Background: an optimization exercise with open tools, aiming at small area and a short achievable clock period. Do not read the settings as production practice.
No run shown here included a check of the RTL's function; only the layout flow was run.
Power and IR drop assume default switching activity.

==> flow/run.sh <==
#!/bin/bash
# synth_recipe.tcl (not shown) runs the flow's synth.tcl, then flattens the netlist and writes it again
# the make line also repeats each setting of config.mk as NAME=value (left out here)
make -C /OpenROAD-flow-scripts/flow DESIGN_CONFIG=/design/flow/config.mk WORK_HOME=/design/flow/orfs CLKGATE_MAP_FILE= SYNTH_SCRIPT=/design/flow/synth_recipe.tcl finish
==> flow/config.mk <==
export PLATFORM = sky130hd
export DESIGN_NAME = link_engine
export DESIGN_NICKNAME = link_engine
export VERILOG_FILES = /design/flow/design.v
export SDC_FILE = /design/flow/constraint.sdc
export NUM_CORES = 4
export LEC_CHECK = 0
export CAP_MARGIN = 20
export CORE_MARGIN = 2
export CORE_UTILIZATION = 60
export SETUP_SLACK_MARGIN = 3.2
export SLEW_MARGIN = 20
==> flow/constraint.sdc <==
create_clock -name core_clock -period 5.0 [get_ports {clk}]
set_input_delay 1.0000 -clock core_clock [delete_from_list [all_inputs] [get_ports {clk}]]
set_output_delay 1.0000 -clock core_clock [all_outputs]
set_load 0.01 [all_outputs]
==> flow/design.v <==
module link_engine (
    input  wire        clk,
    input  wire        role,           
    input  wire        op_valid,
    input  wire [11:0] op,
    output wire        op_ready,
    output reg         rsp_ok,
    output reg  [7:0]  rsp_data,
    output reg         line_req_out,
    output reg         line_dc_out
);
    localparam integer N = 50;
    localparam [2:0] S_IDLE = 3'd0,    
                     S_RS   = 3'd1,    
                     S_RC   = 3'd2,    
                     S_RCA  = 3'd3,    
                     S_RDY  = 3'd4,    
                     S_DTX  = 3'd5,    
                     S_DCF  = 3'd6,    
                     S_DCA  = 3'd7;    
    assign op_ready = 1'b1;
    reg [2:0]     ls;
    reg [8*N-1:0] txm;         
    reg [8*N-1:0] rxm;
    reg [5:0]     tx_p, rx_p;  
    reg           tx_ne, rx_ne;
    reg [2:0]     tx_idx, rx_idx;
    reg [7:1]     tx_byte;     
    reg [6:0]     rx_sh;       
    reg [7:0] tx_head, rx_head;
    integer i;
    always @* begin
        tx_head = 8'h00;
        rx_head = 8'h00;
        for (i = 0; i < N; i = i + 1) begin
            tx_head = tx_head | ({8{tx_p == i}} & txm[8*i +: 8]);
            rx_head = rx_head | ({8{rx_p == i}} & rxm[8*i +: 8]);
        end
    end
    wire tx_full = tx_ne && (tx_p == N - 1);
    wire rx_full = rx_ne && (rx_p == N - 1);
    wire tx_pending = (tx_idx != 3'd7) || tx_ne;
    wire is_init  = op_valid && (op[11:8] == 4'b0000);
    wire is_send  = op_valid && (op[11:8] == 4'b0001);
    wire is_recv  = op_valid && (op[11:8] == 4'b0010);
    wire is_avail = op_valid && (op[11:8] == 4'b0011);
    wire ev_rqf   = op_valid && (op[11:8] == 4'b1000);
    wire ev_rqr   = op_valid && (op[11:8] == 4'b1001);
    wire ev_dcf   = op_valid && (op[11:8] == 4'b1010);
    wire ev_dcr   = op_valid && (op[11:8] == 4'b1011);
    wire t1 = ev_dcf && ls == S_RS;
    wire t2 = ev_dcr && ls == S_RCA;
    wire t3 = ev_dcf && ls == S_DTX;
    wire t4 = ev_dcr && ls == S_DCA;
    wire t5 = ev_rqf && ls == S_IDLE;
    wire t6 = ev_rqf && ls == S_RS && role;
    wire t7 = ev_rqr && ls == S_RC;
    wire t8 = ev_rqf && ls == S_RDY;
    wire t9 = ev_rqr && ls == S_DCF;
    wire tx_enq  = is_send && !tx_full;
    wire tx_load = t2 && tx_idx == 3'd7 && tx_ne;
    wire rx_enq  = t8 && rx_idx == 3'd6 && !rx_full;
    wire rx_deq  = is_recv && rx_ne;
    wire [2:0] tx_idx_inc = tx_idx + 3'd1;
    wire       tx_bit = (tx_idx == 3'd7) ? (tx_ne && tx_head[0]) : tx_byte[tx_idx_inc];
    always @(posedge clk) begin
        rsp_ok   <= is_init || (is_send && !tx_full) || ((is_recv || is_avail) && rx_ne);
        rsp_data <= rx_deq ? rx_head : 8'h00;
        if (is_init) begin
            ls           <= S_IDLE;
            line_req_out <= 1'b1;
            line_dc_out  <= 1'b1;
        end else if (is_send && !tx_full && !tx_ne && ls == S_IDLE) begin
            ls           <= S_RS;
            line_req_out <= 1'b0;
        end else if (t1) begin
            ls           <= S_RCA;
            line_req_out <= 1'b1;
        end else if (t2) begin
            ls           <= S_DTX;
            line_req_out <= 1'b0;
            line_dc_out  <= tx_bit;
        end else if (t3) begin
            ls           <= S_DCA;
            line_req_out <= 1'b1;
            line_dc_out  <= 1'b1;
        end else if (t5 || t6) begin
            ls           <= S_RC;
            line_req_out <= 1'b1;
            line_dc_out  <= 1'b0;
        end else if (t7) begin
            ls           <= S_RDY;
            line_dc_out  <= 1'b1;
        end else if (t8) begin
            ls           <= S_DCF;
            line_dc_out  <= 1'b0;
        end else if (t4 || t9) begin
            line_dc_out  <= 1'b1;
            if (tx_pending) begin
                ls           <= S_RS;
                line_req_out <= 1'b0;
            end else begin
                ls           <= S_IDLE;
            end
        end
        if (is_init) begin
            tx_ne  <= 1'b0;
            tx_p   <= 6'd0;
            tx_idx <= 3'd7;
        end else if (tx_enq) begin
            tx_ne <= 1'b1;
            if (tx_ne)
                tx_p <= tx_p + 6'd1;
        end else if (t2) begin
            if (tx_idx != 3'd7)
                tx_idx <= tx_idx_inc;
            else if (tx_ne) begin
                tx_idx <= 3'd0;
                if (tx_p == 6'd0)
                    tx_ne <= 1'b0;
                else
                    tx_p <= tx_p - 6'd1;
            end
        end
        if (tx_load)
            tx_byte <= tx_head[7:1];
        if (tx_enq)
            txm <= {txm[8*N-9:0], op[7:0]};
        if (is_init) begin
            rx_ne  <= 1'b0;
            rx_p   <= 6'd0;
            rx_idx <= 3'd7;
        end else if (t8) begin
            rx_idx <= rx_idx + 3'd1;
            if (rx_enq) begin
                rx_ne <= 1'b1;
                if (rx_ne)
                    rx_p <= rx_p + 6'd1;
            end
        end else if (rx_deq) begin
            if (rx_p == 6'd0)
                rx_ne <= 1'b0;
            else
                rx_p <= rx_p - 6'd1;
        end
        if (t8)
            rx_sh <= {op[0], rx_sh[6:1]};
        if (rx_enq)
            rxm <= {rxm[8*N-9:0], op[0], rx_sh};
    end
endmodule
==> results of run 1 <==
metrics by stage:
step	util [%]	area (um2)	total power, W
after floorplan	-	32600	0.00915
after global placement	63.7	33700	0.00983
after detailed placement	63.7	33700	0.00984
after CTS	85.8	45300	0.0170
after global routing	88.2	46600	0.0179
final	88.2	46600	0.0178
worst paths after layout:
path | end | slack, ps | cells past startpoint
min reg2reg | rxm[183] | 430 | 0
max | tx_byte[5] | 1960 | 10
max reg2reg | tx_byte[5] | 1960 | 10
min | rxm[183] | 430 | 0
critical path: stages, from the launching register on:
cell and delay (ps):
dfxtp_4 420, inv_4 70, ha_4 180, buf_12 140, nand3b_1 180, buf_6 220
nor2_2 130, a32oi_1 200, nand4_1 160, a211oi_1 380, nand4_1 500
synth_stat cells, drive strengths merged (7+ instances only):
master / n
nand2: 98
dfxtp: 34
and3: 38
and2: 10
buf: 26
nand3b: 13
a21oi: 22
or3b: 9
inv: 17
nor4: 13
xnor2: 9
a22o: 15
a221oi: 20
edfxtp: 814
o22ai: 7
nand2b: 12
a22oi: 256
o21ai: 17
a32oi: 33
clkbuf: 72
mux2i: 17
a2111oi: 9
nor3: 49
nand3: 48
mux2: 11
nor2b: 9
nor2: 103
a211oi: 8
o211ai: 12
ha: 14
a222oi: 7
nand4: 56
a31oi: 12
sequential cells by signal, summed over array words and instances, names as in the netlist:
register and flops:
line_dc_out 1, line_req_out 1, ls 3, rsp_data 8
rsp_ok 1, rx_idx 3, rx_ne 1, rx_p 6
rx_sh 7, rxm 400, tx_byte 7, tx_idx 3
tx_ne 1, tx_p 6, txm 400
timing repair:
action,in CTS,in global routing
cloned,135,6
buffers inserted,326,61
resized for setup,674,110
pin swaps,98,71
endpoints found under the setup margin,866,853
layer usage:
metal | wire length, um | track usage, % | vias to the layer above
met1 | 40000 | 53.2 | 12300
met4 | 17400 | 40.0 | 4
met2 | 59000 | 70.5 | 3026
li1 | - | - | 9303
met5 | 23 | 0 | -
met3 | 21400 | 14.8 | 1114
cells in the final DEF, fill, tap and decap left out, types with 9 or more instances in the layout:
cell type / n
a32oi_1: 30
mux2i_1: 16
nor3_2: 13
nor2_2: 16
clkdlybuf4s50_1: 9
clkbuf_16: 93
o21ai_0: 14
a221oi_2: 10
edfxtp_1: 814
dfxtp_1: 10
mux2_2: 10
clkbuf_1: 11
buf_6: 119
a21oi_1: 19
nand2_1: 94
buf_16: 142
buf_12: 109
clkinv_1: 22
and3_1: 15
inv_1: 11
buf_4: 180
nor3_1: 32
nand3_1: 44
nand3b_1: 13
nor2_1: 42
nor2_4: 45
dfxtp_4: 13
o211ai_1: 12
a22oi_1: 225
a22o_1: 15
nand4_1: 56
and3_4: 21
dfxtp_2: 11
a22oi_2: 31
buf_8: 35
clkinv_2: 14
a31oi_1: 12
layout make-up:
class                           instances  area (um2)
Sequential cell                       848       25200
Timing Repair Buffer                  609        9700
Multi-Input combinational cell        995        8120
Fill cell                            1881        6220
Clock buffer                          100        2250
Tap cell                              688         861
Clock inverter                         49         410
Inverter                               17        97.6
Antenna cell                            8        20.0
report_power, final:
| group | internal, W | leakage (nW) | switching [W] |
|---|---|---|---|
| clock network | 0.00356 | 1.30 | 0.00287 |
| logic | 0.00143 | 7.00 | 0.00198 |
| registers | 0.00779 | 7.53 | 0.000141 |
kinds of logic (layout without fill, tap and decap cells):
logic type / after synthesis / count (layout) / synth area share (%)
xor gates and xnor gates: 13 / 13 / 0.353
muxes: 29 / 29 / 0.983
other: 1 / 9 / 0.0116
and+or+nand+nor: 486 / 486 / 7.81
AOI/OAI and AO/OA: 452 / 452 / 10.8
DFF: 848 / 848 / 78.0
adders and majority gates: 14 / 14 / 0.544
buffers and inverters: 115 / 775 / 1.47
==> out/results.txt, run 1 <==
final worst path period share - 60.8%
Die ar. - 55600 um2
Synth area leaders - edfxtp_1 76%, a22oi_1 6.0%, dfxtp_1 2.1%
vias after detailed routing - 25800
DRT Pass-1 Iters - 9
Mapped Cells - 1958
Synth warnings - 1
via-per-instance ratio - 7.77
fin cells - 3314
maximum root-to-sink buffer count - 3
register area share after synthesis - 78.0%
Final WS setup - 1960 ps
vias in the first global route - 24600
Die W - 236 um
share of the synthesized area in the top cell type - 75.9%
# rows - 84
relative slew slack - 34.8%
clock sinks - 848
Final Max Slew Viols - 0
Layout area overhead - 44.8%
Final nets - 2584
EDFF count, synth - 814
Clock transition at path regs - 90 ps
htree depth - 3
share of layout cells above drive strength 1 - 38.2%
GRT Residual Overflow - 0
final setup vio count - 0
Critical Path Start - tx_p[1]
Crit. End Element - flop
unrepaired setup endpoints after global routing - yes
post-synthesis async set-or-reset flop share - 0%
CP Data Arrival Time - 3260 ps
initial antenna violation count - 7
distinct cell type count after synthesis - 74
CTS Buf Count - 84
worst reg2reg path startpoint - tx_p[1]
final setup TNS - 0 ps
Yosys reg bits - 848
GRT Util Overall - 46.3%
Mean Syn Cell Area - 16.5 um2
CP max FO - 5
CTS root buf - clkbuf_16
placed cell count - 2629
core footprint - 52900 um2
initial core utilization - 60.9%
Period minus WS final - 3040 ps
Lkg Pwr - 15.8 nW
Residual DRC - 0
CP Launch Type - flop
post-synth top area cell - edfxtp_1
Die H - 236 um
area of the mapped netlist - 32200 um2
IO Port Bufs - 25
WL per Instance - 41.6 um
Max Freq - 0.329 GHz
worst hold slack - 434 ps
Max-Cap Viols - 0
worst setup path class - flop to flop
slew at the pin closest to its max-slew limit - 976 ps
Hold Buf Count CTS - 0
I/O pins - 27
Worst Path Required - 5220 ps
status - finished clean
CTS tree - done
Final Routed Wirelength - 138000 um
Placer Congestion - 0.944
Detail Placement HPWL - 63700 um
Power Dens Cells - 381 nW/um2
clk_skew - 39.2 ps
Synth Flop Type - edfxtp_1
largest net degree at the start of global routing - 22
worst skew pair latency - 660 ps
DRT iter0 DRCs - 4851
HP Start - rxm[175]
first-pass GRT wire length - 179000 um
VDD IR-drop max - 0.000322 V
antenna viol nets, final - 0
Final Hold Violating Endpoints - 0
Worst Hold Class - flop to flop
pre-CTS setup slack - 989 ps
==> run 2: changes to the inputs <==
--- a/flow/config.mk
+++ b/flow/config.mk
@@ -7,6 +7,5 @@
 export LEC_CHECK = 0
 export CAP_MARGIN = 20
 export CORE_MARGIN = 2
-export CORE_UTILIZATION = 60
-export SETUP_SLACK_MARGIN = 3.2
+export CORE_UTILIZATION = 40
 export SLEW_MARGIN = 20
==> run 2 against run 1 <==
Effect of this change: utilization fell by 42 points; via count fell by 20%; synthesized area did not move; total power fell by 9.5%; sequential power barely moved; critical path type unchanged; critical endpoint is now rsp_data[7]; largest power group unchanged.
==> out/results.txt, run 2 <==
relative slew slack - 15.0% (was 34.8%)
VDD IR-drop max - 0.000309 V (was 0.000322 V)
Final Routed Wirelength - 101000 um (was 138000 um)
CTS root buf - clkbuf_16 (unchanged)
via-per-instance ratio - 6.47 (was 7.77)
Residual DRC - 0 (unchanged)
post-synthesis async set-or-reset flop share - 0% (unchanged)
Crit. End Element - flop (unchanged)
Clock transition at path regs - 60 ps (was 90 ps)
CTS tree - done (unchanged)
Seq. cell area - 25100 um2 (was 25200 um2)
Final WS setup - 1420 ps (was 1960 ps)
largest net degree at the start of global routing - 150 (was 22)
post-synth top area cell - edfxtp_1 (unchanged)
maximum root-to-sink buffer count - 3 (unchanged)
first-pass GRT wire length - 142000 um (was 179000 um)
Power Dens Cells - 434 nW/um2 (was 381 nW/um2)
most frequent cells in the layout - 814 x edfxtp_1, 255 x a22oi_1, 99 x nor2_1, 98 x nand2_1, 85 x clkbuf_16 (was 814 x edfxtp_1, 225 x a22oi_1, 180 x buf_4, 142 x buf_16, 119 x buf_6)
post_cts resized - 0 (was 674)
EDFF count, synth - 814 (unchanged)
initial core utilization - 40.2% (was 60.9%)
core footprint - 80200 um2 (was 52900 um2)
Die ar. - 82800 um2 (was 55600 um2)
worst-path cell chain - inv_1 > ha_1 > or3b_2 > nor2_1 > a22oi_1 > nand4_1 > nor4_1 > a21oi_1 (was inv_4 > ha_4 > buf_12 > nand3b_1 > buf_6 > nor2_2 > a32oi_1 > nand4_1 > a211oi_1 > nand4_1)
WL per Instance - 31.6 um (was 41.6 um)
clk_skew - 43.1 ps (was 39.2 ps)
GRT Residual Overflow - 0 (unchanged)
vias in the first global route - 19800 (was 24600)
biggest regs - rxm (400), txm (400), rsp_data (8) (unchanged)
Final Power - 0.0161 W (was 0.0178 W)
Hold Buf Count CTS - 0 (unchanged)
Layout Utilization - 46.2% (was 88.2%)
Mapped Cells - 1958 (unchanged)
DRT Pass-1 Iters - 6 (was 9)
I/O pins - 27 (unchanged)
CP max FO - 14 (was 5)
Synth area leaders - edfxtp_1 76%, a22oi_1 6.0%, dfxtp_1 2.1% (unchanged)
most common cell in the netlist - edfxtp_1 (unchanged)
multi-input logic area - 6690 um2 (was 8120 um2)
Max Freq - 0.279 GHz (was 0.329 GHz)
CTS Buf Count - 85 (was 84)
final setup TNS - 0 ps (unchanged)
CP max stage cell - nor2_1 (was nand4_1)
area of the mapped netlist - 32200 um2 (unchanged)
status - finished clean (unchanged)
Worst Path Required - 5540 ps (was 5220 ps)
Mean Syn Cell Area - 16.5 um2 (unchanged)
unrepaired setup endpoints after global routing - no (was yes)
Layout area overhead - 15.0% (was 44.8%)
Placer Congestion - 0.955 (was 0.944)
final setup vio count - 0 (unchanged)
slew at the pin closest to its max-slew limit - 1270 ps (was 976 ps)
Worst Hold Class - flop to flop (unchanged)
postcts setup bufs - 0 (was 326)
vias after detailed routing - 20600 (was 25800)
pre-CTS setup slack - 1220 ps (was 989 ps)
worst skew pair latency - 670 ps (was 660 ps)
IO Port Bufs - 25 (unchanged)
initial antenna violation count - 0 (was 7)
Synth warnings - 1 (unchanged)
DRT iter0 DRCs - 3194 (was 4851)
antenna viol nets, final - 0 (unchanged)
Synth top cells by count - 814 x edfxtp_1, 256 x a22oi_1, 102 x nor2_1, 98 x nand2_1, 71 x clkbuf_1 (unchanged)
Synth Flop Type - edfxtp_1 (unchanged)
CP Data Arrival Time - 4120 ps (was 3260 ps)
Max-Cap Viols - 0 (unchanged)
CP Launch Type - flop (unchanged)
Yosys reg bits - 848 (unchanged)
CP max stage delay - 890 ps (was 500 ps)
worst setup path class - flop to flop (unchanged)
Final nets - 2088 (was 2584)
placed cell count - 3032 (was 2629)
r2r setup slk - 1420 ps (was 1960 ps)
distinct cell type count after synthesis - 74 (unchanged)
# fillers - 6896 (was 1881)
Die H - 288 um (was 236 um)
share of layout cells above drive strength 1 - 12.1% (was 38.2%)
share of the synthesized area in the top cell type - 75.9% (unchanged)
most common cell after layout, fill and taps aside - edfxtp_1 (unchanged)
Die W - 288 um (was 236 um)
GRT Util Overall - 23.8% (was 46.3%)
register area share after synthesis - 78.0% (unchanged)
fin cells - 3187 (was 3314)
htree depth - 3 (unchanged)
Detail Placement HPWL - 65500 um (was 63700 um)
clock sinks - 848 (unchanged)
ant diodes - 0 (was 8)
Period minus WS final - 3580 ps (was 3040 ps)
Final Hold Violating Endpoints - 0 (unchanged)
# rows - 104 (was 84)
Final Max Slew Viols - 0 (unchanged)
final worst path period share - 71.6% (was 60.8%)
Lkg Pwr - 11.6 nW (was 15.8 nW)
[run 2: cells by family after synthesis]
logic type	count (synthesis)	share of synthesized area, %
fa+ha+maj	14	0.544
xor+xnor	13	0.353
mux	29	0.983
flops	848	78.0
buf+inv	115	1.47
other cells	1	0.0116
simple gates	486	7.81
compound gates	452	10.8
[run 2: final timing paths]
path / start / endpoint / depth (start not counted)
worst min register to register: rxm[80] / rxm[88] / 0
worst min-delay path: rxm[80] / rxm[88] / 0
worst max register to register: rx_p[0] / rsp_data[7] / 8
worst max-delay path: rx_p[0] / rsp_data[7] / 8
[run 2: area by class of cell]
type	count	share of cell area, %
sequential	848	67.8
multi-input combinational	995	18.1
clock buffer	112	6.26
tap	1060	3.58
timing repair buffer	112	2.81
clock inverter	43	1.31
inverter	17	0.172
[run 2: critical path, delay by kind of cell (launching register included)]
family	cells	cell delay, ps
AO/OA/AOI/OAI	2	470
buffers and inverters	1	140
AND/OR/NAND/NOR	4	1660
flip-flops	1	360
adder cells (fa/ha/maj)	1	810
[run 2: power breakdown]
part | total (W) | internal [W] | switching (W) | leakage (nW)
clock network | 0.00643 | 0.00362 | 0.00281 | 1.35
registers | 0.00792 | 0.00778 | 0.000132 | 7.52
logic | 0.00173 | 0.000569 | 0.00116 | 2.76
total | 0.0161 | 0.0120 | 0.00410 | 11.6
[run 2: through the flow]
step,instance area (um2),hold slack (ps)
2_1_floorplan,32300,400
3_3_place_gp,34200,410
3_5_place_dp,34200,415
4_1_cts,37000,424
5_1_grt,37100,442
6_report,37100,422
[run 2: routing by layer]
layer / vias to the layer above / track usage (%) / wire length (um)
met1: 10400 / 31.0 / 37200
li1: 8237 / - / -
met4: 0 / 12.2 / 6010
met5: - / 0 / 0
met2: 1626 / 37.0 / 45800
met3: 350 / 6.26 / 11600
==> run 3: changes to the inputs <==
--- a/flow/design.v
+++ b/flow/design.v
@@ -27,16 +27,9 @@
     reg [2:0]     tx_idx, rx_idx;
     reg [7:1]     tx_byte;     
     reg [6:0]     rx_sh;       
-    reg [7:0] tx_head, rx_head;
-    integer i;
-    always @* begin
-        tx_head = 8'h00;
-        rx_head = 8'h00;
-        for (i = 0; i < N; i = i + 1) begin
-            tx_head = tx_head | ({8{tx_p == i}} & txm[8*i +: 8]);
-            rx_head = rx_head | ({8{rx_p == i}} & rxm[8*i +: 8]);
-        end
-    end
+    wire [7:0] tx_head, rx_head;
+    le_head_mux tx_mux (.p(tx_p), .m(txm), .head(tx_head));
+    le_head_mux rx_mux (.p(rx_p), .m(rxm), .head(rx_head));
     wire tx_full = tx_ne && (tx_p == N - 1);
     wire rx_full = rx_ne && (rx_p == N - 1);
     wire tx_pending = (tx_idx != 3'd7) || tx_ne;
@@ -149,3 +142,48 @@
             rxm <= {rxm[8*N-9:0], op[0], rx_sh};
     end
 endmodule
+module le_head_mux (
+    input  wire [5:0]   p,
+    input  wire [399:0] m,
+    output wire [7:0]   head
+);
+    wire [7:0]  lo, hi;
+    wire [50:0] sel;
+    wire [135:0] y;                  
+    wire [407:0] mm = {8'd0, m};
+    genvar g, b;
+    generate
+        for (g = 0; g < 8; g = g + 1) begin : g_pre
+            assign lo[g] = (p[2:0] == g);
+            assign hi[g] = (p[5:3] == g);
+        end
+        for (g = 0; g < 51; g = g + 1) begin : g_sel
+            if (g < 50) begin : g_v
+                assign sel[g] = hi[g / 8] & lo[g % 8];
+            end else begin : g_z
+                assign sel[g] = 1'b0;
+            end
+        end
+        for (g = 0; g < 17; g = g + 1) begin : g_grp
+            for (b = 0; b < 8; b = b + 1) begin : g_bit
+                le_aoi222 u (.a1(sel[3*g]),   .b1(mm[24*g + b]),
+                             .a2(sel[3*g+1]), .b2(mm[24*g + 8 + b]),
+                             .a3(sel[3*g+2]), .b3(mm[24*g + 16 + b]),
+                             .y(y[8*g + b]));
+            end
+        end
+        for (b = 0; b < 8; b = b + 1) begin : g_or
+            wire [16:0] col;
+            for (g = 0; g < 17; g = g + 1) begin : g_c
+                assign col[g] = y[8*g + b];
+            end
+            assign head[b] = ~&col;
+        end
+    endgenerate
+endmodule
+module le_aoi222 (
+    input  wire a1, b1, a2, b2, a3, b3,
+    output wire y
+);
+    assign y = ~((a1 & b1) | (a2 & b2) | (a3 & b3));
+endmodule
--- a/flow/config.mk
+++ b/flow/config.mk
@@ -7,5 +7,10 @@
 export LEC_CHECK = 0
 export CAP_MARGIN = 20
 export CORE_MARGIN = 2
-export CORE_UTILIZATION = 40
+export CORE_UTILIZATION = 60
+export CTS_BUF_LIST = sky130_fd_sc_hd__clkbuf_16
+export CTS_CLUSTER_DIAMETER = 80
+export CTS_CLUSTER_SIZE = 30
 export SLEW_MARGIN = 20
+export SYNTH_HIERARCHICAL = 1
+export SYNTH_MINIMUM_KEEP_SIZE = 0
==> run 3 against run 2 <==
Effect of this change: cell count fell by 26%; first-iteration DRC count fell by 0.38%; combinational power fell by 45%; sequential power fell by 0.5%; fmax fell by 2.8%; sequential cell count did not move; utilization rose by 19 points; setup slack got worse by 100 ps; sequential share of layout area rose by 8.5 points; synthesized area fell by 5.4%; non-clock buffer count fell by 69; critical path type is now primary input to flop; critical endpoint is now tx_p[4]; highest routed layer unchanged.
==> out/results.txt, run 3 <==
core footprint - 50200 um2 (was 80200 um2)
Die ar. - 52600 um2 (was 82800 um2)
Placer Congestion - 0.890 (was 0.955)
clk_skew - 40.3 ps (was 43.1 ps)
post-synthesis async set-or-reset flop share - 0% (unchanged)
post_cts resized - 0 (unchanged)
Layout area overhead - 7.99% (was 15.0%)
CP max stage delay - 510 ps (was 890 ps)
Detail Placement HPWL - 43700 um (was 65500 um)
Die W - 229 um (was 288 um)
status - finished clean (unchanged)
Worst Hold Class - flop to flop (unchanged)
slew at the pin closest to its max-slew limit - 952 ps (was 1270 ps)
Crit. End Element - flop (unchanged)
IO Port Bufs - 25 (unchanged)
maximum root-to-sink buffer count - 3 (unchanged)
final worst path period share - 73.6% (was 71.6%)
first-pass GRT wire length - 99800 um (was 142000 um)
initial antenna violation count - 0 (unchanged)
Final Hold Violating Endpoints - 0 (unchanged)
placed cell count - 2298 (was 3032)
Final Max Slew Viols - 0 (unchanged)
GRT Residual Overflow - 0 (unchanged)
Power Dens Cells - 377 nW/um2 (was 434 nW/um2)
Yosys reg bits - 848 (unchanged)
Hold Buf Count CTS - 0 (unchanged)
antenna viol nets, final - 0 (unchanged)
Mean Syn Cell Area - 19.3 um2 (was 16.5 um2)
Synth warnings - 7 (was 1)
Final nets - 1690 (was 2088)
Mapped Cells - 1576 (was 1958)
vias after detailed routing - 16700 (was 20600)
distinct cell type count after synthesis - 59 (was 74)
worst skew pair latency - 600 ps (was 670 ps)
Synth Flop Type - edfxtp_1 (unchanged)
CP Data Arrival Time - 4160 ps (was 4120 ps)
CTS tree - done (unchanged)
most common cell after layout, fill and taps aside - edfxtp_1 (unchanged)
RR Endpoint - rsp_data[5] (was rsp_data[7])
Worst Path Required - 5480 ps (was 5540 ps)
Placed Area - 31800 um2 (was 34200 um2)
CTS Buf Count - 36 (was 85)
EDFF count, synth - 814 (unchanged)
share of layout cells above drive strength 1 - 4.77% (was 12.1%)
Die H - 229 um (was 288 um)
unrepaired setup endpoints after global routing - no (unchanged)
ant diodes - 0 (unchanged)
postcts setup bufs - 0 (unchanged)
fin cells - 2350 (was 3187)
relative slew slack - 36.0% (was 15.0%)
Final WS setup - 1320 ps (was 1420 ps)
HP Start - rxm[229] (was rxm[80])
# rows - 82 (was 104)
most frequent cells in the layout - 814 x edfxtp_1, 272 x a222oi_1, 116 x nor2_1, 65 x nand4_1, 38 x nand2_1 (was 814 x edfxtp_1, 255 x a22oi_1, 99 x nor2_1, 98 x nand2_1, 85 x clkbuf_16)
GRT Util Overall - 25.0% (was 23.8%)
via-per-instance ratio - 7.09 (was 6.47)
worst hold slack - 444 ps (was 422 ps)
Max Freq - 0.272 GHz (was 0.279 GHz)
Residual DRC - 0 (unchanged)
vias in the first global route - 15800 (was 19800)
area of the mapped netlist - 30500 um2 (was 32200 um2)
WL per Instance - 28.3 um (was 31.6 um)
biggest regs - rxm (400), txm (400), rsp_data (8) (unchanged)
# fillers - 3388 (was 6896)
CP max stage cell - or3b_1 (was nor2_1)
most common cell in the netlist - edfxtp_1 (unchanged)
post-synth top area cell - edfxtp_1 (unchanged)
DRT Pass-1 Iters - 8 (was 6)
CP Launch Type - primary input (was flop)
Max-Cap Viols - 0 (unchanged)
Synth area leaders - edfxtp_1 80%, a222oi_1 8.9%, dfxtp_1 2.2% (was edfxtp_1 76%, a22oi_1 6.0%, dfxtp_1 2.1%)
worst setup path class - primary input to flop (was flop to flop)
Final Power - 0.0124 W (was 0.0161 W)
Period minus WS final - 3680 ps (was 3580 ps)
register area share after synthesis - 82.4% (was 78.0%)
initial core utilization - 60.7% (was 40.2%)
hold path cells - 0 (unchanged)
I/O pins - 27 (unchanged)
worst reg2reg path startpoint - rx_p[0] (unchanged)
Synth top cells by count - 814 x edfxtp_1, 272 x a222oi_1, 116 x nor2_1, 65 x nand4_1, 39 x nand2_1 (was 814 x edfxtp_1, 256 x a22oi_1, 102 x nor2_1, 98 x nand2_1, 71 x clkbuf_1)
VDD IR-drop max - 0.000316 V (was 0.000309 V)
Final Routed Wirelength - 66400 um (was 101000 um)
r2r setup slk - 1480 ps (was 1420 ps)
DRT iter0 DRCs - 3182 (was 3194)
FF-to-FF path depth - 7 (was 8)
Lkg Pwr - 9.85 nW (was 11.6 nW)
CP max FO - 8 (was 14)
final setup vio count - 0 (unchanged)
Design Area, Final - 32900 um2 (was 37100 um2)
clock sinks - 848 (unchanged)
share of the synthesized area in the top cell type - 80.2% (was 75.9%)
Hold EP - rxm[237] (was rxm[88])
htree depth - 2 (was 3)
CTS root buf - clkbuf_16 (unchanged)
Clock transition at path regs - 110 ps (was 60 ps)
worst-path cell chain - clkdlybuf4s50_1 > or3b_1 > nor3_2 > nand2_2 > xor2_1 > ha_1 > o41ai_1 > a2111o_1 > mux2i_1 > or3_1 (was inv_1 > ha_1 > or3b_2 > nor2_1 > a22oi_1 > nand4_1 > nor4_1 > a21oi_1)
pre-CTS setup slack - 739 ps (was 1220 ps)
largest net degree at the start of global routing - 120 (was 150)
## run 3: cell types whose count changed in the layout (fill, tap and decap cells not counted), moves of 20 or more
cell,previous run,this run
and3_1,38,7
nor3_1,46,8
nand2_1,98,38
a221oi_1,20,0
a32oi_1,33,1
a22oi_1,255,0
a222oi_1,7,272
buf_4,76,11
conb_1,1,33
nand3_1,47,10
clkbuf_16,85,37
## run 3: cell families after synthesis
group           Yosys count  share of synthesized area [%]
compound gates          334                           10.2
xor+xnor                  9                          0.259
fa+ha+maj                11                          0.476
buf+inv                  31                          0.456
flops                   848                           82.4
mux                       9                          0.337
other cells               3                         0.0370
simple gates            331                           5.76
## run 3: modules after synthesis, one instance, submodules excluded
module | flip-flops and latches | cells | area, um2 | times used
le_aoi222 | 0 | 1 | 10.0 | 272
link_engine | 848 | 1060 | 26500 | 1
le_head_mux | 0 | 122 | 613 | 2
## run 3: worst max path at each step
stage,from,end
after detailed placement,op_valid,tx_p[4]
final,op_valid,tx_p[4]
after global routing,op_valid,tx_p[4]
after CTS,op_valid,tx_p[4]
after global placement,op[9],rx_p[5]
after floorplan,op[9],rxm[0]
## run 3: routing by layer
| layer | up-vias | share of wire [%] | global-route usage, % |
|---|---|---|---|
| met5 | - | 0 | 0 |
| met4 | 0 | 2.7 | 7.26 |
| met3 | 95 | 6.8 | 2.45 |
| met2 | 775 | 50 | 41.1 |
| met1 | 8624 | 41 | 36.3 |
| li1 | 7168 | - | - |
## run 3: worst max-delay path: cells and delay by family
family,cells,cell delay [ps]
AOI/OAI and AO/OA,2,680
xor gates and xnor gates,1,180
adders and majority gates,1,240
buffers and inverters,1,490
muxes,1,70
and+or+nand+nor,4,1500
## run 3: power by group
group          internal, W  leakage, nW  switching (W)  total (W)
clock network      0.00149        0.545        0.00211    0.00360
logic             0.000333         1.78       0.000612   0.000945
registers          0.00776         7.52       0.000113    0.00788
## run 3: final cells by class
| class | count | area, um2 | area share, % |
|---|---|---|---|
| repair buffers | 43 | 473 | 1.44 |
| multi-input cells | 727 | 5340 | 16.2 |
| clock buffers | 37 | 926 | 2.81 |
| flip-flops and latches | 848 | 25100 | 76.3 |
| well taps | 672 | 841 | 2.56 |
| clock inverters | 15 | 164 | 0.498 |
| inverters | 8 | 37.5 | 0.114 |
## run 3: metrics by stage
stage | setup TNS, ps | utilization, %
after floorplan | -2327090 | -
after global placement | 0 | 63.4
after detailed placement | 0 | 63.4
after CTS | 0 | 65.6
after global routing | 0 | 65.6
final | 0 | 65.6
==> run 4: changes to the inputs <==
--- a/flow/config.mk
+++ b/flow/config.mk
@@ -8,9 +8,10 @@
 export CAP_MARGIN = 20
 export CORE_MARGIN = 2
 export CORE_UTILIZATION = 60
-export CTS_BUF_LIST = sky130_fd_sc_hd__clkbuf_16
-export CTS_CLUSTER_DIAMETER = 80
-export CTS_CLUSTER_SIZE = 30
+export CTS_BUF_LIST = sky130_fd_sc_hd__clkbuf_8
+export CTS_CLUSTER_DIAMETER = 60
+export CTS_CLUSTER_SIZE = 16
+export SETUP_SLACK_MARGIN = 2.0
 export SLEW_MARGIN = 20
 export SYNTH_HIERARCHICAL = 1
 export SYNTH_MINIMUM_KEEP_SIZE = 0
==> run 4 against run 3 <==
Effect of this change: sequential share of layout area down 1.0 points; clock-buffer cell count up 26; setup slack better by 750 ps; synthesized area unchanged; first-iteration DRC count down 1.2%; wire length up 2.4%; largest power group unchanged.
==> out/results.txt, run 4 <==
Int Pwr - 0.00935 W (was 0.00959 W)
Layout area overhead - 9.55% (was 7.99%)
vias after detailed routing - 16900 (was 16700)
area of the mapped netlist - 30500 um2 (unchanged)
Final Max Slew Viols - 0 (unchanged)
met3 WL - 5230 um (was 4530 um)
Synth top cells by count - 814 x edfxtp_1, 272 x a222oi_1, 116 x nor2_1, 65 x nand4_1, 39 x nand2_1 (unchanged)
register area share after synthesis - 82.4% (unchanged)
Worst Hold Class - flop to flop (unchanged)
Hold EP - txm[319] (was rxm[237])
Design Area, Final - 33400 um2 (was 32900 um2)
post-synthesis async set-or-reset flop share - 0% (unchanged)
Period minus WS final - 2930 ps (was 3680 ps)
antenna viol nets, final - 0 (unchanged)
sequential cell fraction of total power - 64.7% (was 63.4%)
most common cell after layout, fill and taps aside - edfxtp_1 (unchanged)
unrepaired setup endpoints after global routing - no (unchanged)
initial core utilization - 60.7% (unchanged)
Crit. End Element - flop (unchanged)
CP max FO - 14 (was 8)
most frequent cells in the layout - 814 x edfxtp_1, 272 x a222oi_1, 116 x nor2_1, 65 x nand4_1, 63 x clkbuf_8 (was 814 x edfxtp_1, 272 x a222oi_1, 116 x nor2_1, 65 x nand4_1, 38 x nand2_1)
Max Freq - 0.341 GHz (was 0.272 GHz)
htree depth - 2 (unchanged)
CTS Buf Count - 59 (was 36)
I/O pins - 27 (unchanged)
Sw Pwr - 0.00283 W (about the same)
# fillers - 3350 (was 3388)
Die H - 229 um (unchanged)
post-synth top area cell - edfxtp_1 (unchanged)
Mean Syn Cell Area - 19.3 um2 (unchanged)
Hold Buf Count CTS - 0 (unchanged)
Sw Share - 23.2% (was 22.8%)
met1 WL - 27300 um (was 27200 um)
FF-to-FF path depth - 7 (unchanged)
largest net degree at the start of global routing - 118 (was 120)
maximum root-to-sink buffer count - 3 (unchanged)
combinational power share - 8.4% (was 7.6%)
# rows - 82 (unchanged)
metal2 WL - 34100 um (was 32900 um)
CTS root buf - clkbuf_8 (was clkbuf_16)
Die ar. - 52600 um2 (unchanged)
final setup vio count - 0 (unchanged)
Synth Flop Type - edfxtp_1 (unchanged)
share of layout cells above drive strength 1 - 9.63% (was 4.77%)
Clock transition at path regs - 100 ps (was 110 ps)
Die W - 229 um (unchanged)
VDD IR-drop max - 0.000236 V (was 0.000316 V)
GRT Residual Overflow - 0 (unchanged)
via-per-instance ratio - 7.01 (was 7.09)
Final nets - 1736 (was 1690)
r2r setup slk - 2070 ps (was 1480 ps)
Worst Path Required - 5590 ps (was 5480 ps)
Residual DRC - 0 (unchanged)
DRT iter0 DRCs - 3145 (was 3182)
Mapped Cells - 1576 (unchanged)
relative slew slack - 33.0% (was 36.0%)
clk_skew - 23.2 ps (was 40.3 ps)
final setup TNS - 0 ps (unchanged)
Final Routed Wirelength - 68000 um (was 66400 um)
hold path cells - 0 (unchanged)
worst reg2reg path startpoint - rx_p[0] (unchanged)
worst setup path class - flop to flop (was primary input to flop)
initial antenna violation count - 0 (unchanged)
final worst path period share - 58.6% (was 73.6%)
status - finished clean (unchanged)
uppermost layer routed - met4 (unchanged)
EDFF count, synth - 814 (unchanged)
CP Data Arrival Time - 3520 ps (was 4160 ps)
CTS tree - done (unchanged)
share of the synthesized area in the top cell type - 80.2% (unchanged)
DRT Pass-1 Iters - 10 (was 8)
biggest regs - rxm (400), txm (400), rsp_data (8) (unchanged)
Synth area leaders - edfxtp_1 80%, a222oi_1 8.9%, dfxtp_1 2.2% (unchanged)
Lkg Pwr - 10.1 nW (was 9.85 nW)
first-pass GRT wire length - 102000 um (was 99800 um)
slew at the pin closest to its max-slew limit - 1000 ps (was 952 ps)
Final Power - 0.0122 W (was 0.0124 W)
GRT Util Overall - 25.6% (was 25.0%)
Final Hold Violating Endpoints - 0 (unchanged)
Detail Placement HPWL - 43700 um (unchanged)
RR Endpoint - rsp_data[6] (was rsp_data[5])
Placer Congestion - 0.890 (unchanged)
core footprint - 50200 um2 (unchanged)
CP Launch Type - flop (was primary input)
Synth warnings - 7 (unchanged)
Clock Power Share - 26.9% (was 29.0%)
Placed Area - 31800 um2 (unchanged)
clock sinks - 848 (unchanged)
Max-Cap Viols - 0 (unchanged)
most common cell in the netlist - edfxtp_1 (unchanged)
Yosys reg bits - 848 (unchanged)
IO Port Bufs - 25 (unchanged)
Power Dens Cells - 365 nW/um2 (was 377 nW/um2)
HP Start - txm[311] (was rxm[229])
worst skew pair latency - 710 ps (was 600 ps)
vias in the first global route - 16200 (was 15800)
WL per Instance - 28.3 um (about the same)
distinct cell type count after synthesis - 59 (unchanged)
-- run 4: cell counts after synthesis --
Identical to the previous run, type by type.
-- run 4: timing repair --
item,4_1_cts,5_1_grt
setup buffers,12,8
gates resized for setup,43,21
pin swaps,5,12
endpoints found under the hold margin,0,0
cloned,3,0
endpoints found under the setup margin,641,535
-- run 4: worst max-delay path, stage by stage, from the launching register on --
cell and delay (ps):
dfxtp_2 500, nand3b_1 360, nor2_1 280, a222oi_1 710
nand4_1 270, nor4_4 410, nand4_1 130, and2_1 160
-- run 4: metrics by stage --
step	hold WS (ps)	utilization, %	instances	setup WS, ps
final	446	66.5	2407	2070
after global routing	458	66.5	2406	2000
after global placement	403	63.4	2298	869
after CTS	437	66.2	2398	1960
after floorplan	400	-	1606	-2980
after detailed placement	418	63.4	2298	739
-- run 4: layout make-up --
cell class,count,area (um2),area share [%]
clock inverters,22,121,0.364
repair buffers,66,777,2.33
diodes,1,2.50,0.00750
well taps,672,841,2.52
inverters,8,40.0,0.120
flip-flops and latches,848,25100,75.3
clock buffers,63,867,2.60
multi-input cells,727,5590,16.8
-- run 4: worst max path at each step --
stage          startpoint           to  cells after the start
2_1_floorplan       op[9]       rxm[0]                      6
3_3_place_gp        op[9]      rx_p[5]                     12
3_5_place_dp     op_valid      tx_p[4]                     10
4_1_cts             op[9]      rx_p[5]                     12
5_1_grt           rx_p[0]  rsp_data[5]                      7
6_report          rx_p[0]  rsp_data[6]                      7
-- run 4: cell families after synthesis --
group | count (synthesis) | share of synthesized area (%)
DFF | 848 | 82.4
adders and majority gates | 11 | 0.476
and+or+nand+nor | 331 | 5.76
muxes | 9 | 0.337
buffers and inverters | 31 | 0.456
AOI/OAI and AO/OA | 334 | 10.2
xor gates and xnor gates | 9 | 0.259
other | 3 | 0.0370
-- run 4: per-module statistics from Yosys (local to each module, per instance) --
module | cells inside | flops+latches | copies in the design | area (um2)
le_aoi222 | 1 | 0 | 272 | 10.0
le_head_mux | 122 | 0 | 2 | 613
link_engine | 1060 | 848 | 1 | 26500
-- run 4: power groups by stage --
stage                     Combinational (W)  Sequential (W)  Clock (W)
final                               0.00102         0.00788    0.00328
after global routing                0.00109         0.00790    0.00362
after CTS                          0.000999         0.00788    0.00339
after detailed placement           0.000953         0.00803          0
after global placement             0.000940         0.00803          0
after floorplan                    0.000581         0.00800          0
-- run 4: layer usage --
metal | GRT usage (%) | vias up
li1 | - | 7265
met1 | 36.7 | 8694
met2 | 42.6 | 835
met3 | 3.14 | 90
met4 | 6.27 | 0
met5 | 0 | -
==> run 5: changes to the inputs <==
--- a/flow/design.v
+++ b/flow/design.v
@@ -30,8 +30,12 @@
     wire [7:0] tx_head, rx_head;
     le_head_mux tx_mux (.p(tx_p), .m(txm), .head(tx_head));
     le_head_mux rx_mux (.p(rx_p), .m(rxm), .head(rx_head));
-    wire tx_full = tx_ne && (tx_p == N - 1);
-    wire rx_full = rx_ne && (rx_p == N - 1);
+    wire [5:0] tx_p_inc, tx_p_dec, rx_p_inc, rx_p_dec;
+    wire       tx_p_0, tx_p_last, rx_p_0, rx_p_last;
+    le_ptr tx_ptr (.p(tx_p), .inc(tx_p_inc), .dec(tx_p_dec), .is0(tx_p_0), .islast(tx_p_last));
+    le_ptr rx_ptr (.p(rx_p), .inc(rx_p_inc), .dec(rx_p_dec), .is0(rx_p_0), .islast(rx_p_last));
+    wire tx_full = tx_ne && tx_p_last;
+    wire rx_full = rx_ne && rx_p_last;
     wire tx_pending = (tx_idx != 3'd7) || tx_ne;
     wire is_init  = op_valid && (op[11:8] == 4'b0000);
     wire is_send  = op_valid && (op[11:8] == 4'b0001);
@@ -103,16 +107,16 @@
         end else if (tx_enq) begin
             tx_ne <= 1'b1;
             if (tx_ne)
-                tx_p <= tx_p + 6'd1;
+                tx_p <= tx_p_inc;
         end else if (t2) begin
             if (tx_idx != 3'd7)
                 tx_idx <= tx_idx_inc;
             else if (tx_ne) begin
                 tx_idx <= 3'd0;
-                if (tx_p == 6'd0)
+                if (tx_p_0)
                     tx_ne <= 1'b0;
                 else
-                    tx_p <= tx_p - 6'd1;
+                    tx_p <= tx_p_dec;
             end
         end
         if (tx_load)
@@ -128,13 +132,13 @@
             if (rx_enq) begin
                 rx_ne <= 1'b1;
                 if (rx_ne)
-                    rx_p <= rx_p + 6'd1;
+                    rx_p <= rx_p_inc;
             end
         end else if (rx_deq) begin
-            if (rx_p == 6'd0)
+            if (rx_p_0)
                 rx_ne <= 1'b0;
             else
-                rx_p <= rx_p - 6'd1;
+                rx_p <= rx_p_dec;
         end
         if (t8)
             rx_sh <= {op[0], rx_sh[6:1]};
@@ -147,30 +151,30 @@
     input  wire [399:0] m,
     output wire [7:0]   head
 );
-    wire [7:0]  lo, hi;
-    wire [50:0] sel;
+    wire [7:0]   lo, hi;
+    wire [49:0]  sel;
     wire [135:0] y;                  
-    wire [407:0] mm = {8'd0, m};
     genvar g, b;
     generate
         for (g = 0; g < 8; g = g + 1) begin : g_pre
             assign lo[g] = (p[2:0] == g);
             assign hi[g] = (p[5:3] == g);
         end
-        for (g = 0; g < 51; g = g + 1) begin : g_sel
-            if (g < 50) begin : g_v
-                assign sel[g] = hi[g / 8] & lo[g % 8];
-            end else begin : g_z
-                assign sel[g] = 1'b0;
-            end
-        end
-        for (g = 0; g < 17; g = g + 1) begin : g_grp
+        for (g = 0; g < 50; g = g + 1) begin : g_sel
+            assign sel[g] = hi[g / 8] & lo[g % 8];
+        end
+        for (g = 0; g < 16; g = g + 1) begin : g_grp
             for (b = 0; b < 8; b = b + 1) begin : g_bit
-                le_aoi222 u (.a1(sel[3*g]),   .b1(mm[24*g + b]),
-                             .a2(sel[3*g+1]), .b2(mm[24*g + 8 + b]),
-                             .a3(sel[3*g+2]), .b3(mm[24*g + 16 + b]),
+                le_aoi222 u (.a1(sel[3*g]),   .b1(m[24*g + b]),
+                             .a2(sel[3*g+1]), .b2(m[24*g + 8 + b]),
+                             .a3(sel[3*g+2]), .b3(m[24*g + 16 + b]),
                              .y(y[8*g + b]));
             end
+        end
+        for (b = 0; b < 8; b = b + 1) begin : g_tail
+            le_aoi22 u (.a1(sel[48]), .b1(m[384 + b]),
+                        .a2(sel[49]), .b2(m[392 + b]),
+                        .y(y[128 + b]));
         end
         for (b = 0; b < 8; b = b + 1) begin : g_or
             wire [16:0] col;
@@ -187,3 +191,21 @@
 );
     assign y = ~((a1 & b1) | (a2 & b2) | (a3 & b3));
 endmodule
+module le_aoi22 (
+    input  wire a1, b1, a2, b2,
+    output wire y
+);
+    assign y = ~((a1 & b1) | (a2 & b2));
+endmodule
+module le_ptr (
+    input  wire [5:0] p,
+    output wire [5:0] inc,
+    output wire [5:0] dec,
+    output wire       is0,
+    output wire       islast
+);
+    assign inc    = p + 6'd1;
+    assign dec    = p - 6'd1;
+    assign is0    = (p == 6'd0);
+    assign islast = (p == 6'd49);
+endmodule
--- a/flow/config.mk
+++ b/flow/config.mk
@@ -7,11 +7,11 @@
 export LEC_CHECK = 0
 export CAP_MARGIN = 20
 export CORE_MARGIN = 2
-export CORE_UTILIZATION = 60
+export CORE_UTILIZATION = 70
 export CTS_BUF_LIST = sky130_fd_sc_hd__clkbuf_8
 export CTS_CLUSTER_DIAMETER = 60
 export CTS_CLUSTER_SIZE = 16
-export SETUP_SLACK_MARGIN = 2.0
+export SETUP_SLACK_MARGIN = 2.5
 export SLEW_MARGIN = 20
 export SYNTH_HIERARCHICAL = 1
 export SYNTH_MINIMUM_KEEP_SIZE = 0
==> run 5 against run 4 <==
Effect of this change: clock power hardly changed; still clean on timing, DRC and antenna; total power is 1.9% higher; cell count stayed put; die area is 14% lower; synthesized area is 0.60% higher.
==> out/results.txt, run 5 <==
Sw Pwr - 0.00294 W (was 0.00283 W)
DRT iter0 DRCs - 3430 (was 3145)
Die W - 213 um (was 229 um)
worst setup path class - flop to flop (unchanged)
CP max FO - 9 (was 14)
Post-Synth XOR/XNOR Area - 0.543% (was 0.259%)
GRT Residual Overflow - 0 (unchanged)
EDFF count, synth - 814 (unchanged)
clock sinks - 848 (unchanged)
complex-gate fraction of the synthesized area - 10.3% (was 10.2%)
Mean Syn Cell Area - 19.4 um2 (was 19.3 um2)
Power Dens Cells - 349 nW/um2 (was 365 nW/um2)
Final Routed Wirelength - 72800 um (was 68000 um)
IO Port Bufs - 25 (unchanged)
core footprint - 43200 um2 (was 50200 um2)
ant diodes - 0 (was 1)
HP Start - txm[298] (was txm[311])
r2r setup slk - 2250 ps (was 2070 ps)
Design Area, Final - 35600 um2 (was 33400 um2)
register area share after synthesis - 82.0% (was 82.4%)
distinct cell type count after synthesis - 59 (unchanged)
Final nets - 1827 (was 1736)
most common cell in the netlist - edfxtp_1 (unchanged)
Hold Buf Count CTS - 0 (unchanged)
Layout area overhead - 16.1% (was 9.55%)
Synth top cells by count - 814 x edfxtp_1, 256 x a222oi_1, 129 x nor2_1, 64 x nand4_1, 36 x nand2_1 (was 814 x edfxtp_1, 272 x a222oi_1, 116 x nor2_1, 65 x nand4_1, 39 x nand2_1)
htree depth - 2 (unchanged)
antenna viol nets, final - 0 (unchanged)
share of the synthesized area in the top cell type - 79.7% (was 80.2%)
Die ar. - 45500 um2 (was 52600 um2)
status - finished clean (unchanged)
vias in the first global route - 16800 (was 16200)
largest net degree at the start of global routing - 79 (was 118)
Sw Share - 23.7% (was 23.2%)
biggest regs - rxm (400), txm (400), rsp_data (8) (unchanged)
Residual DRC - 0 (unchanged)
main combinational cell family by area after synthesis - compound AO/OA/AOI/OAI gates (unchanged)
Max Freq - 0.364 GHz (was 0.341 GHz)
simple-gate portion of the synthesized area - 5.46% (was 5.76%)
Synth Flop Type - edfxtp_1 (unchanged)
Placed Area - 31700 um2 (was 31800 um2)
share of layout cells above drive strength 1 - 20.4% (was 9.63%)
Clock transition at path regs - 100 ps (about the same)
first-pass GRT wire length - 101000 um (was 102000 um)
relative slew slack - 36.5% (was 33.0%)
most common cell after layout, fill and taps aside - edfxtp_1 (unchanged)
pre-CTS setup slack - 847 ps (was 739 ps)
clk_skew - 21.0 ps (was 23.2 ps)
vias after detailed routing - 18000 (was 16900)
Synth area leaders - edfxtp_1 80%, a222oi_1 8.4%, dfxtp_1 2.2% (was edfxtp_1 80%, a222oi_1 8.9%, dfxtp_1 2.2%)
slew at the pin closest to its max-slew limit - 949 ps (was 1000 ps)
CP Launch Type - flop (unchanged)
Mapped Cells - 1581 (was 1576)
via-per-instance ratio - 7.48 (was 7.01)
worst skew pair latency - 700 ps (was 710 ps)
Final WS setup - 2250 ps (was 2070 ps)
hold path cells - 0 (unchanged)
Yosys reg bits - 848 (unchanged)
# rows - 76 (was 82)
FF-to-FF path depth - 8 (was 7)
maximum root-to-sink buffer count - 3 (unchanged)
Final Max Slew Viols - 0 (unchanged)
RR Endpoint - rsp_data[7] (was rsp_data[6])
GRT Util Overall - 30.4% (was 25.6%)
DRT Pass-1 Iters - 10 (unchanged)
initial core utilization - 71.0% (was 60.7%)
Final Power - 0.0124 W (was 0.0122 W)
post-synthesis mux area share - 0.494% (was 0.337%)
# fillers - 2040 (was 3350)
worst hold slack - 440 ps (was 446 ps)
Hold EP - txm[306] (was txm[319])
Placer Congestion - 0.866 (was 0.890)
WL per Instance - 30.3 um (was 28.3 um)
I/O pins - 27 (unchanged)
Period minus WS final - 2750 ps (was 2930 ps)
Die H - 213 um (was 229 um)
CTS tree - done (unchanged)
Synth warnings - 7 (unchanged)
Lkg Pwr - 11.2 nW (was 10.1 nW)
Clock Power Share - 26.5% (was 26.9%)
combinational power share - 10.0% (was 8.4%)
Worst Hold Class - flop to flop (unchanged)
CTS Buf Count - 60 (was 59)
Crit. End Element - flop (unchanged)
worst reg2reg path startpoint - rx_p[2] (was rx_p[0])
final worst path period share - 55.0% (was 58.6%)
VDD IR-drop max - 0.000286 V (was 0.000236 V)
Int Pwr - 0.00947 W (was 0.00935 W)
Detail Placement HPWL - 41800 um (was 43700 um)
Max-Cap Viols - 0 (unchanged)
final setup vio count - 0 (unchanged)
Final Hold Violating Endpoints - 0 (unchanged)
initial antenna violation count - 0 (unchanged)
area of the mapped netlist - 30700 um2 (was 30500 um2)
CP Data Arrival Time - 3350 ps (was 3520 ps)
Worst Path Required - 5610 ps (was 5590 ps)
post-synth top area cell - edfxtp_1 (unchanged)
post-synthesis async set-or-reset flop share - 0% (unchanged)
sequential cell fraction of total power - 63.5% (was 64.7%)
CTS root buf - clkbuf_8 (unchanged)
unrepaired setup endpoints after global routing - yes (was no)
Synth Area in Adders - 0.531% (was 0.476%)
most frequent cells in the layout - 814 x edfxtp_1, 256 x a222oi_1, 75 x nor2_1, 67 x buf_4, 64 x nand4_1 (was 814 x edfxtp_1, 272 x a222oi_1, 116 x nor2_1, 65 x nand4_1, 63 x clkbuf_8)
## run 5: cell count changes after synthesis, sizes merged, moves of 8 or more
cell | before | now
a21oi | 21 | 10
o21ai | 17 | 8
a22oi | 0 | 18
a222oi | 272 | 256
a211oi | 0 | 13
nor2 | 116 | 129
xor2 | 3 | 11
## run 5: Yosys stat by module (local to each module, per instance)
module	times used	flops+latches	cell area [um2]
link_engine	1	848	26200
le_head_mux	2	0	609
le_aoi222	256	0	10.0
le_aoi22	16	0	12.5
le_ptr	2	0	221
## run 5: power by group through the flow
stage | Clock (W) | Combinational (W) | Sequential [W]
6_report | 0.00329 | 0.00124 | 0.00787
5_1_grt | 0.00355 | 0.00131 | 0.00789
3_5_place_dp | 0 | 0.000920 | 0.00804
3_3_place_gp | 0 | 0.000901 | 0.00804
4_1_cts | 0.00333 | 0.00117 | 0.00787
2_1_floorplan | 0 | 0.000613 | 0.00801
## run 5: worst max-delay path, stage by stage, from the launching register on
cell and delay [ps]:
dfxtp_4 380, or3b_4 300, buf_4 170, nor2_1 150
a222oi_1 420, nand4_1 450, nor4_4 470, nand4_1 140
and2_1 160
## run 5: per-layer routing
layer | vias to the layer above | track usage, % | share of wire (%)
met3 | 217 | 4.56 | 10
li1 | 7421 | - | -
met2 | 1371 | 49.5 | 49
met1 | 8995 | 41.1 | 35
met4 | 0 | 14.7 | 5.0
met5 | - | 0 | 0
## run 5: cell type report
| class | count | area [um2] | area share [%] |
|---|---|---|---|
| clock buffers | 62 | 853 | 2.40 |
| inverters | 11 | 46.3 | 0.130 |
| well taps | 585 | 732 | 2.06 |
| flip-flops and latches | 848 | 25200 | 70.7 |
| clock inverters | 23 | 134 | 0.376 |
| repair buffers | 186 | 2720 | 7.65 |
| multi-input cells | 692 | 5930 | 16.7 |
## run 5: what timing repair did
| item | 4_1_cts | 5_1_grt |
|---|---|---|
| pin swaps | 76 | 79 |
| buffers inserted | 72 | 26 |
| setup endpoints to repair | 830 | 730 |
| resized for setup | 207 | 66 |
| gates cloned | 20 | 26 |
## run 5: logic make-up (layout without fill, tap and decap cells)
family,Yosys count,after routing
xor gates and xnor gates,19,19
muxes,15,15
AOI/OAI and AO/OA,320,320
other,1,1
and+or+nand+nor,324,324
buffers and inverters,41,282
adders and majority gates,13,13
DFF,848,848
## run 5: stage by stage
step / util [%] / TNS, ps / std cells
after global placement: 73.5 / 0 / 2178
final: 82.4 / 0 / 2407
after detailed placement: 73.5 / 0 / 2178
after global routing: 82.4 / 0 / 2407
after floorplan: - / -4153940 / 1581
after CTS: 80.1 / 0 / 2355
## run 5: worst max path at each step
stage	start	endpoint	slack, ps	cells after the start
5_1_grt	rx_p[4]	rsp_data[6]	2270	7
4_1_cts	op[8]	rxm[161]	2370	11
6_report	rx_p[2]	rsp_data[7]	2250	8
3_3_place_gp	op[9]	txm[2]	910	7
2_1_floorplan	op[8]	rxm[0]	-7430	4
3_5_place_dp	op[9]	txm[2]	850	7

## static timing again, ports no longer ideal
How much do the figures lean on ideal ports? The routed layouts below were timed once more, with nothing changed but the port constraints.
Step 1 (the two cells are an assumption about what drives the block):
set clk [get_ports {clk}]
set_driving_cell -lib_cell sky130_fd_sc_hd__clkbuf_16 $clk
set_driving_cell -lib_cell sky130_fd_sc_hd__buf_2 [delete_from_list [all_inputs] $clk]
Step 2 moves the port delays by t, midway between the first and last clock arrival at a register: inputs arrive t later, outputs are due t later. That takes back most of the time a late clock gives input paths.
a / b / c = no drivers / after step 1 / after step 2; a / b = the first two.
| run | t, ns | setup WS [ns] | hold slack, ns | worst data-port slew with drivers (ns) |
|---|---|---|---|---|
| run 1 | 0.708 | 1.961 / 1.961 / 1.895 | 0.434 / 0.434 / 0.434 | 0.07 |
| run 2 | 0.714 | 1.422 / 1.422 / 1.146 | 0.422 / 0.422 / 0.422 | 0.04 |
| run 3 | 0.645 | 1.318 / 1.357 / 0.712 | 0.444 / 0.444 / 0.444 | 0.03 |
| run 4 | 0.750 | 2.070 / 2.070 / 1.368 | 0.446 / 0.446 / 0.446 | 0.04 |
| run 5 | 0.748 | 2.251 / 2.251 / 1.648 | 0.440 / 0.440 / 0.440 | 0.05 |
After both steps every run listed still meets setup and hold. For run 4, which loses most, drivers alone change the setup slack by 0.000 ns; drivers and shift together by -0.702 ns.
